From an optimization exercise on the open Yosys and OpenROAD flow, aimed at small area; shortcuts taken in it are not production practice. Only simulation tests tie the RTL to the original design; equivalence was not proved. The clock port is modelled as an ideal driver; clocking choices that lean on that would not hold on a real chip. Power and IR drop assume default switching activity.

==> flow/design.v <==
module gbn_sender (
    input  wire         clk,
    input  wire         rst,
    input  wire         start,
    output wire         src_next,
    input  wire         src_rsp,
    input  wire         src_exh,
    input  wire         src_last,
    input  wire [7:0]   src_len,
    input  wire [239:0] src_data,
    output wire         src_seek,
    output wire [11:0]  src_seek_idx,
    output wire         tx_valid,
    output wire [263:0] tx_frame,
    input  wire         tx_ready,
    input  wire         tx_err,
    output wire         rx_req,
    input  wire         rx_rsp,
    input  wire         rx_err,
    input  wire         rx_timeout,
    input  wire         rx_short,
    input  wire [23:0]  rx_hdr,
    output wire         ev_valid,
    output wire         ev_kind,
    output wire [2:0]   ev_seq,
    output wire         done,
    output wire         fault,
    output wire [3:0]   cause
);
    localparam [4:0] S_IDLE  = 5'b0_0000,
                     S_TOP   = 5'b0_0001,   
                     S_RWD   = 5'b0_0010,   
                     S_RSND  = 5'b0_0011,   
                     S_REQN  = 5'b0_0100,   
                     S_REQO  = 5'b0_0101,   
                     S_WAIT  = 5'b0_0110,   
                     S_EV    = 5'b0_0111,   
                     S_TXN   = 5'b0_1000,   
                     S_TXO   = 5'b0_1001,   
                     S_RSY   = 5'b0_1010,   
                     S_DONE  = 5'b0_1011,
                     S_SKT   = 5'b0_1100;   
    localparam [4:0] F_SHORT    = 5'b1_0001, F_FIELD     = 5'b1_0010,
                     F_SRC_ZERO = 5'b1_0011, F_CH_SEND   = 5'b1_0100,
                     F_CH_RECV  = 5'b1_0101, F_UNDERFLOW = 5'b1_0110,
                     F_OVERFLOW = 5'b1_0111, F_SRC_PROTO = 5'b1_1000;
    reg  [4:0]   state;
    reg  [2:0]   ns;          
    reg  [2:0]   outs;        
    reg  [11:0]  sent;        
    reg  [2:0]   k;           
    reg          do_nothing, resend, send_eot, src_done;
    reg  [239:0] pay;
    reg  [4:0]   len;
    wire outs_zero = (outs == 3'd0);
    wire in_tx = (state == S_TXN) || (state == S_TXO);
    assign src_next     = (state == S_REQN) || (state == S_REQO);
    assign src_seek     = (state == S_RSND) || (state == S_SKT);
    assign src_seek_idx = sent;
    assign tx_valid     = in_tx;
    wire [2:0] tx_seq   = ns;
    assign tx_frame     = {pay, 3'd0, len, 5'd0, tx_seq, 6'd0, send_eot, 1'b1};
    assign rx_req       = (state == S_WAIT);
    assign ev_valid     = (state == S_EV);
    assign ev_kind      = send_eot;
    assign ev_seq       = k;
    assign done         = (state == S_DONE);
    assign fault        = state[4];
    assign cause        = state[3:0] & {4{state[4]}};
    wire load_d = src_next;
    wire hold   = in_tx;
    genvar g;
    generate
        for (g = 0; g < 30; g = g + 1) begin : g_pay
            wire m = load_d && ((g == 0) || (src_len[4:0] > g));
            always @(posedge clk)
                pay[8*g +: 8] <= (src_data[8*g +: 8] & {8{m}}) | (pay[8*g +: 8] & {8{hold}});
        end
    endgenerate
    always @(posedge clk)
        len <= (src_len[4:0] & {5{load_d}}) | (len & {5{hold}});
    wire [2:0] rx_seq  = rx_hdr[10:8];
    wire rx_illegal = (rx_hdr[7:2] != 6'd0) || (rx_hdr[15:11] != 5'd0) ||
                      (rx_hdr[23:16] > 8'd30);
    wire [1:0] rx_kind = rx_hdr[1:0];
    wire [2:0] left    = ns + ~k;             
    wire found         = (left < outs);
    wire late          = src_done && (outs < 3'd6) && (sent[2:0] == k);
    wire acked_zero    = (sent[11:3] == 9'd0) && (sent[2:0] == outs);
    always @(posedge clk) begin
        if (rst) begin
            state      <= S_IDLE;
            ns         <= 3'd0;
            outs       <= 3'd0;
            sent       <= 12'd0;
            do_nothing <= 1'b0;
            resend     <= 1'b0;
            send_eot   <= 1'b0;
            src_done   <= 1'b0;
        end else begin
            case (state)
                S_IDLE:
                    if (start)
                        state <= S_TOP;
                S_TOP:
                    if (send_eot)
                        state <= S_TXN;
                    else if (!do_nothing && !src_done && (outs != 3'd7))
                        state <= S_REQN;
                    else if (resend) begin
                        k     <= 3'd0;
                        state <= S_RWD;
                    end else
                        state <= S_WAIT;
                S_RWD:
                    if (k != outs) begin
                        sent <= sent - 12'd1;
                        ns   <= ns - 3'd1;
                        k    <= k + 3'd1;
                    end else begin
                        k     <= 3'd0;
                        state <= S_RSND;
                    end
                S_RSND:
                    if (k != outs)
                        state <= S_REQO;
                    else begin
                        resend <= 1'b0;
                        state  <= S_WAIT;
                    end
                S_REQN, S_REQO:
                    if (src_rsp) begin
                        if (src_exh) begin
                            if (state == S_REQN) begin
                                src_done <= 1'b1;
                                state    <= S_TOP;
                            end else
                                state    <= F_SRC_PROTO;
                        end else if (src_len == 8'd0)
                            state <= F_SRC_ZERO;
                        else if (src_len > 8'd30)
                            state <= F_SRC_PROTO;
                        else if ((state == S_REQN) && (sent == 12'hFFF))
                            state <= F_OVERFLOW;
                        else if (state == S_REQN) begin
                            src_done <= src_last;
                            state    <= S_TXN;
                        end else
                            state    <= S_TXO;
                    end
                S_TXN, S_TXO:
                    if (tx_ready) begin
                        if (tx_err)
                            state <= F_CH_SEND;
                        else if (send_eot)
                            state <= S_WAIT;
                        else begin
                            sent <= sent + 12'd1;
                            if (state == S_TXN) begin
                                outs  <= outs + 3'd1;
                                ns    <= ns + 3'd1;
                                state <= S_TOP;
                            end else begin
                                ns    <= ns + 3'd1;
                                k     <= k + 3'd1;
                                state <= S_RSND;
                            end
                        end
                    end
                S_WAIT:
                    if (rx_rsp) begin
                        k <= rx_seq;
                        if (rx_err)
                            state <= F_CH_RECV;
                        else if (rx_timeout) begin
                            if (!send_eot) begin
                                if (!outs_zero && !do_nothing)
                                    resend <= 1'b1;
                                if (outs_zero) begin
                                    do_nothing <= 1'b0;
                                    if (src_done)
                                        send_eot <= 1'b1;
                                end
                            end
                            state <= S_TOP;
                        end else if (rx_short)
                            state <= F_SHORT;
                        else if (rx_illegal)
                            state <= F_FIELD;
                        else if (send_eot) begin
                            if (rx_kind == 2'd2)
                                state <= S_EV;
                            else begin
                                send_eot <= 1'b0;
                                state    <= S_RSY;
                            end
                        end else if ((rx_kind == 2'd0) && !do_nothing)
                            state <= S_EV;
                        else
                            state <= S_TOP;
                    end
                S_EV:
                    if (send_eot)
                        state <= S_DONE;
                    else if (found) begin
                        outs  <= left;
                        state <= S_TOP;
                    end else if (late) begin
                        outs  <= 3'd0;
                        state <= S_TOP;
                    end else
                        state <= S_RSY;
                S_RSY:
                    if (acked_zero)
                        state <= F_UNDERFLOW;
                    else begin
                        sent <= sent - 12'd1;
                        if (!outs_zero)
                            outs <= outs - 3'd1;
                        else
                            state <= S_SKT;
                    end
                S_SKT: begin
                    ns         <= k;
                    src_done   <= 1'b0;
                    do_nothing <= 1'b1;
                    state      <= S_TOP;
                end
                default: ;
            endcase
        end
    end
endmodule
export LEC_CHECK = 0
export CAP_MARGIN = 20
export CORE_MARGIN = 2
export CORE_UTILIZATION = 30
export PLACE_DENSITY = 0.5
export SLEW_MARGIN = 20
create_clock -name core_clock -period 10.0 [get_ports {clk}]
standard.sh (not shown) runs the stock make flow with config.mk's settings and CLKGATE_MAP_FILE= SYNTH_SCRIPT=/design/flow/synth_recipe.tcl, a recipe that flattens the netlist after the stock synthesis.
==> flow/flow/run.sh <==
#!/bin/bash
# Standard ORFS layout with three changes:
#  - after the standard synthesis, its combinational gates are re-mapped by
#    ABC for area (flow/resyn.tcl); registers keep their names and cells;
#  - the port buffers use the smallest buffer cell (every input and output
#    port still gets its own buffer);
#  - clock tree: several sink-clustering settings are tried on the placed
#    design (flow/cts_try.tcl) and the one with the least clock buffer area
#    whose clock-pin slew stays well under the limit is used, without dummy
#    loads; if the routed slew (flow/clk_slew.tcl) is still too close to the
#    limit, the layout is redone from the clock tree with a tighter setting.
set -euo pipefail
HERE=$(pwd)
R=$HERE/orfs/results/$FLOW_PLATFORM/gbn_sender/base
L=$HERE/orfs/logs/$FLOW_PLATFORM/gbn_sender/base
OPENROAD=$FLOW_HOME/../tools/install/OpenROAD/bin/openroad
[[ -x $OPENROAD ]] || OPENROAD=openroad
YOSYS=$FLOW_HOME/../tools/install/yosys/bin/yosys
[[ -x $YOSYS ]] || YOSYS=yosys

# 1. standard synthesis, then area re-mapping of its gates
bash standard.sh synth > synth_flow.log 2>&1
cp $R/1_2_yosys.v $HERE/standard_synth.v
export LIB_FILE=$FLOW_HOME/platforms/sky130hd/lib/sky130_fd_sc_hd__tt_025C_1v80.lib
export DONT_USE_CELLS="$(grep -o 'dont_use [A-Za-z0-9_]*' $L/1_2_yosys.log | awk '{print $2}' | sort -u | tr '\n' ' ')"
export RESYN_NETLIST=$HERE/standard_synth.v
export RESYN_OUT=$HERE/resyn.v
export RESYN_LOG_DIR=$HERE
export RESYN_T=60
# registers (every flip-flop cell type in the netlist) and tie cells stay as they are
export RESYN_KEEP="$(grep -o 'sky130_fd_sc_hd__[a-z0-9]*_[0-9]*' standard_synth.v | sort -u | grep -E '__(dfx|dfr|dfs|dfb|edf|sdf|dlx|dlr|conb)' | tr '\n' ' ')"
$YOSYS -c flow/resyn.tcl > resyn_yosys.log 2>&1
cp $RESYN_OUT $R/1_2_yosys.v
rm -f $R/1_synth.odb $R/1_synth.sdc

# 2. floorplan and placement, port buffers of the smallest buffer cell
export BUFFER_PORTS_ARGS="-buffer_cell sky130_fd_sc_hd__buf_1"
bash standard.sh place > place_flow.log 2>&1

# 3. pick the clock tree setting
C4=sky130_fd_sc_hd__clkbuf_4; C8=sky130_fd_sc_hd__clkbuf_8; C16=sky130_fd_sc_hd__clkbuf_16
TRIES=(
  "$C4 8 40" "$C4 8 50" "$C4 8 60" "$C4 10 40" "$C4 10 50" "$C4 10 60" "$C4 12 50" "$C4 15 60"
  "$C4 9 50" "$C4 9 55" "$C4 8 55" "$C4 10 45" "$C4 12 40" "$C4 6 60" "$C4 6 80" "$C8 18 55"
  "$C8 16 50" "$C8 16 60" "$C8 20 50" "$C8 20 60" "$C8 20 80" "$C8 25 70"
  "$C16 30 70" "$C16 30 80"
)
export TRY_ODB=$R/3_place.odb TRY_SDC=$R/3_place.sdc
: > cts_try.log
i=0
for t in "${TRIES[@]}"; do
  set -- $t
  (
    export TRY_ARGS="-sink_clustering_enable -repair_clock_nets -dont_use_dummy_load -buf_list $1 -sink_clustering_size $2 -sink_clustering_max_diameter $3"
    r=$($OPENROAD -no_init -exit flow/cts_try.tcl > cts_try_$i.log 2>&1; grep TRY_RESULT cts_try_$i.log || true)
    echo "$t $r" >> cts_try.log
  ) &
  i=$((i+1))
  if (( i % ${NUM_CORES:-4} == 0 )); then wait; fi
done
wait
# candidates under the estimated-slew bound, least clock buffer area first
awk '$4=="TRY_RESULT" && $6+0 < 0.100 {print $5, $6, $1, $2, $3}' cts_try.log | sort -g > cts_cands.log
if [[ ! -s cts_cands.log ]]; then echo "0 0 $C8 20 40" > cts_cands.log; fi

export CHK_ODB=$R/6_final.odb CHK_SDC=$R/6_final.sdc CHK_SPEF=$R/6_final.spef
LIMIT_EST=1
for attempt in 1 2 3; do
  PICK=$(awk -v lim=$LIMIT_EST '$2+0 < lim {print; exit}' cts_cands.log)
  [[ -n "$PICK" ]] || PICK=$(sort -k2 -g cts_cands.log | head -1)
  set -- $PICK
  LIMIT_EST=$(awk -v s=$2 'BEGIN {print s - 0.006}')
  export CTS_ARGS="-sink_clustering_enable -repair_clock_nets -dont_use_dummy_load -buf_list $3 -sink_clustering_size $4 -sink_clustering_max_diameter $5"
  echo "attempt $attempt: $CTS_ARGS" >> cts_try.log
  rm -f $R/4_* $R/5_* $R/6_* out/final.def
  bash standard.sh > standard_flow_$attempt.log 2>&1
  $OPENROAD -no_init -exit flow/clk_slew.tcl > clk_slew_$attempt.log 2>&1 || true
  SLEW=$(awk '/^CLK_SLEW/ {print $2}' clk_slew_$attempt.log)
  echo "attempt $attempt: routed clock-pin slew ${SLEW:-unknown} ps" >> cts_try.log
  if [[ -n "$SLEW" ]] && awk -v s=$SLEW 'BEGIN {exit !(s < 110)}'; then break; fi
done
==> flow/flow/resyn.tcl <==
# Re-map the combinational logic of the standard synthesis netlist for area.
# The registers (and tie cells) are kept as they are, with their names and
# cell types; only the gates between them are re-optimised by ABC.
yosys -import
set lib $::env(LIB_FILE)
set netlist $::env(RESYN_NETLIST)
read_liberty -ignore_miss_func $lib
read_verilog $netlist
hierarchy -top $::env(FLOW_TOP)
# every cell with a clock pin, and the tie cells, stays a black box
set keep {}
foreach c [split $::env(RESYN_KEEP) " "] { if {$c ne ""} { lappend keep $c } }
blackbox {*}$keep
flatten
# the wires of the flattened gates must not keep public names
yosys rename -hide w:*.*
opt_clean -purge
tee -o $::env(RESYN_LOG_DIR)/resyn_stat_before.txt stat -liberty $lib
set du {}
foreach c $::env(DONT_USE_CELLS) { lappend du -dont_use $c }
abc -liberty $lib {*}$du -script "+strash;&get -n;&deepsyn -T $::env(RESYN_T);&put;&get -n;&dch -f;&nf -R 1000;&st;&dch -f;&nf -R 1000;&put"
opt_clean -purge
hilomap -hicell sky130_fd_sc_hd__conb_1 HI -locell sky130_fd_sc_hd__conb_1 LO
insbuf -buf sky130_fd_sc_hd__buf_1 A X
splitnets
opt_clean -purge
tee -o $::env(RESYN_LOG_DIR)/resyn_stat_after.txt stat -liberty $lib
write_verilog -noattr -nohex -nodec $::env(RESYN_OUT)
Other scripts of this flow, unchanged in this note and not shown: flow/flow/clk_slew.tcl, flow/flow/cts_try.tcl
Then changed:
- CORE_UTILIZATION: 30 -> 36
Result: The changed run passed the timing, design-rule and antenna checks. Clock skew went up by 0.011 ns. Maximum frequency stays flat. Final cell count is lower by a few percent. Cell area fell slightly. Wire length is higher by a few percent. Critical path depth does not change. Area after synthesis stays the same.
Then changed:
--- a/flow/flow/run.sh
+++ b/flow/flow/run.sh
@@ -28,3 +28,3 @@
 export RESYN_LOG_DIR=$HERE
-export RESYN_T=60
+export RESYN_T=180
 # registers (every flip-flop cell type in the netlist) and tie cells stay as they are
- CORE_UTILIZATION: 36 -> 30
Result: The changed run completed without violations. Global-route usage came out lower by 5.9 points. Synthesized area is unchanged. Routed wire length came out lower by 5.0%. Register-to-register slack stays flat. Total power stays flat.

separate check: timing with driven ports:
The flow's constraints put no driver on any port. The routed layouts listed below were extracted and timed again, unchanged, in two steps. Step 1, drivers: a clkbuf_16 drives clk and a buf_2 each remaining input, both assumed. Step 2 times the ports against the registers' clock, not the clock port: input delays grow and output delays shrink by t, the midpoint of the rising clock arrivals with the driver on. a / b / c = no drivers / after step 1 / after step 2; a / b = the first two.
run	t (ns)	setup slack, ns	latest minus earliest clock arrival (ns)	worst register clock-pin slew, ns
the first run	0.668	5.065 / 5.019 / 5.068	0.068 / 0.068	0.10 / 0.10
the second run	0.676	5.054 / 5.004 / 5.163	0.058 / 0.058	0.10 / 0.10
the third run	0.668	5.065 / 5.019 / 5.068	0.068 / 0.068	0.10 / 0.10
After both steps every run listed still meets setup and hold.
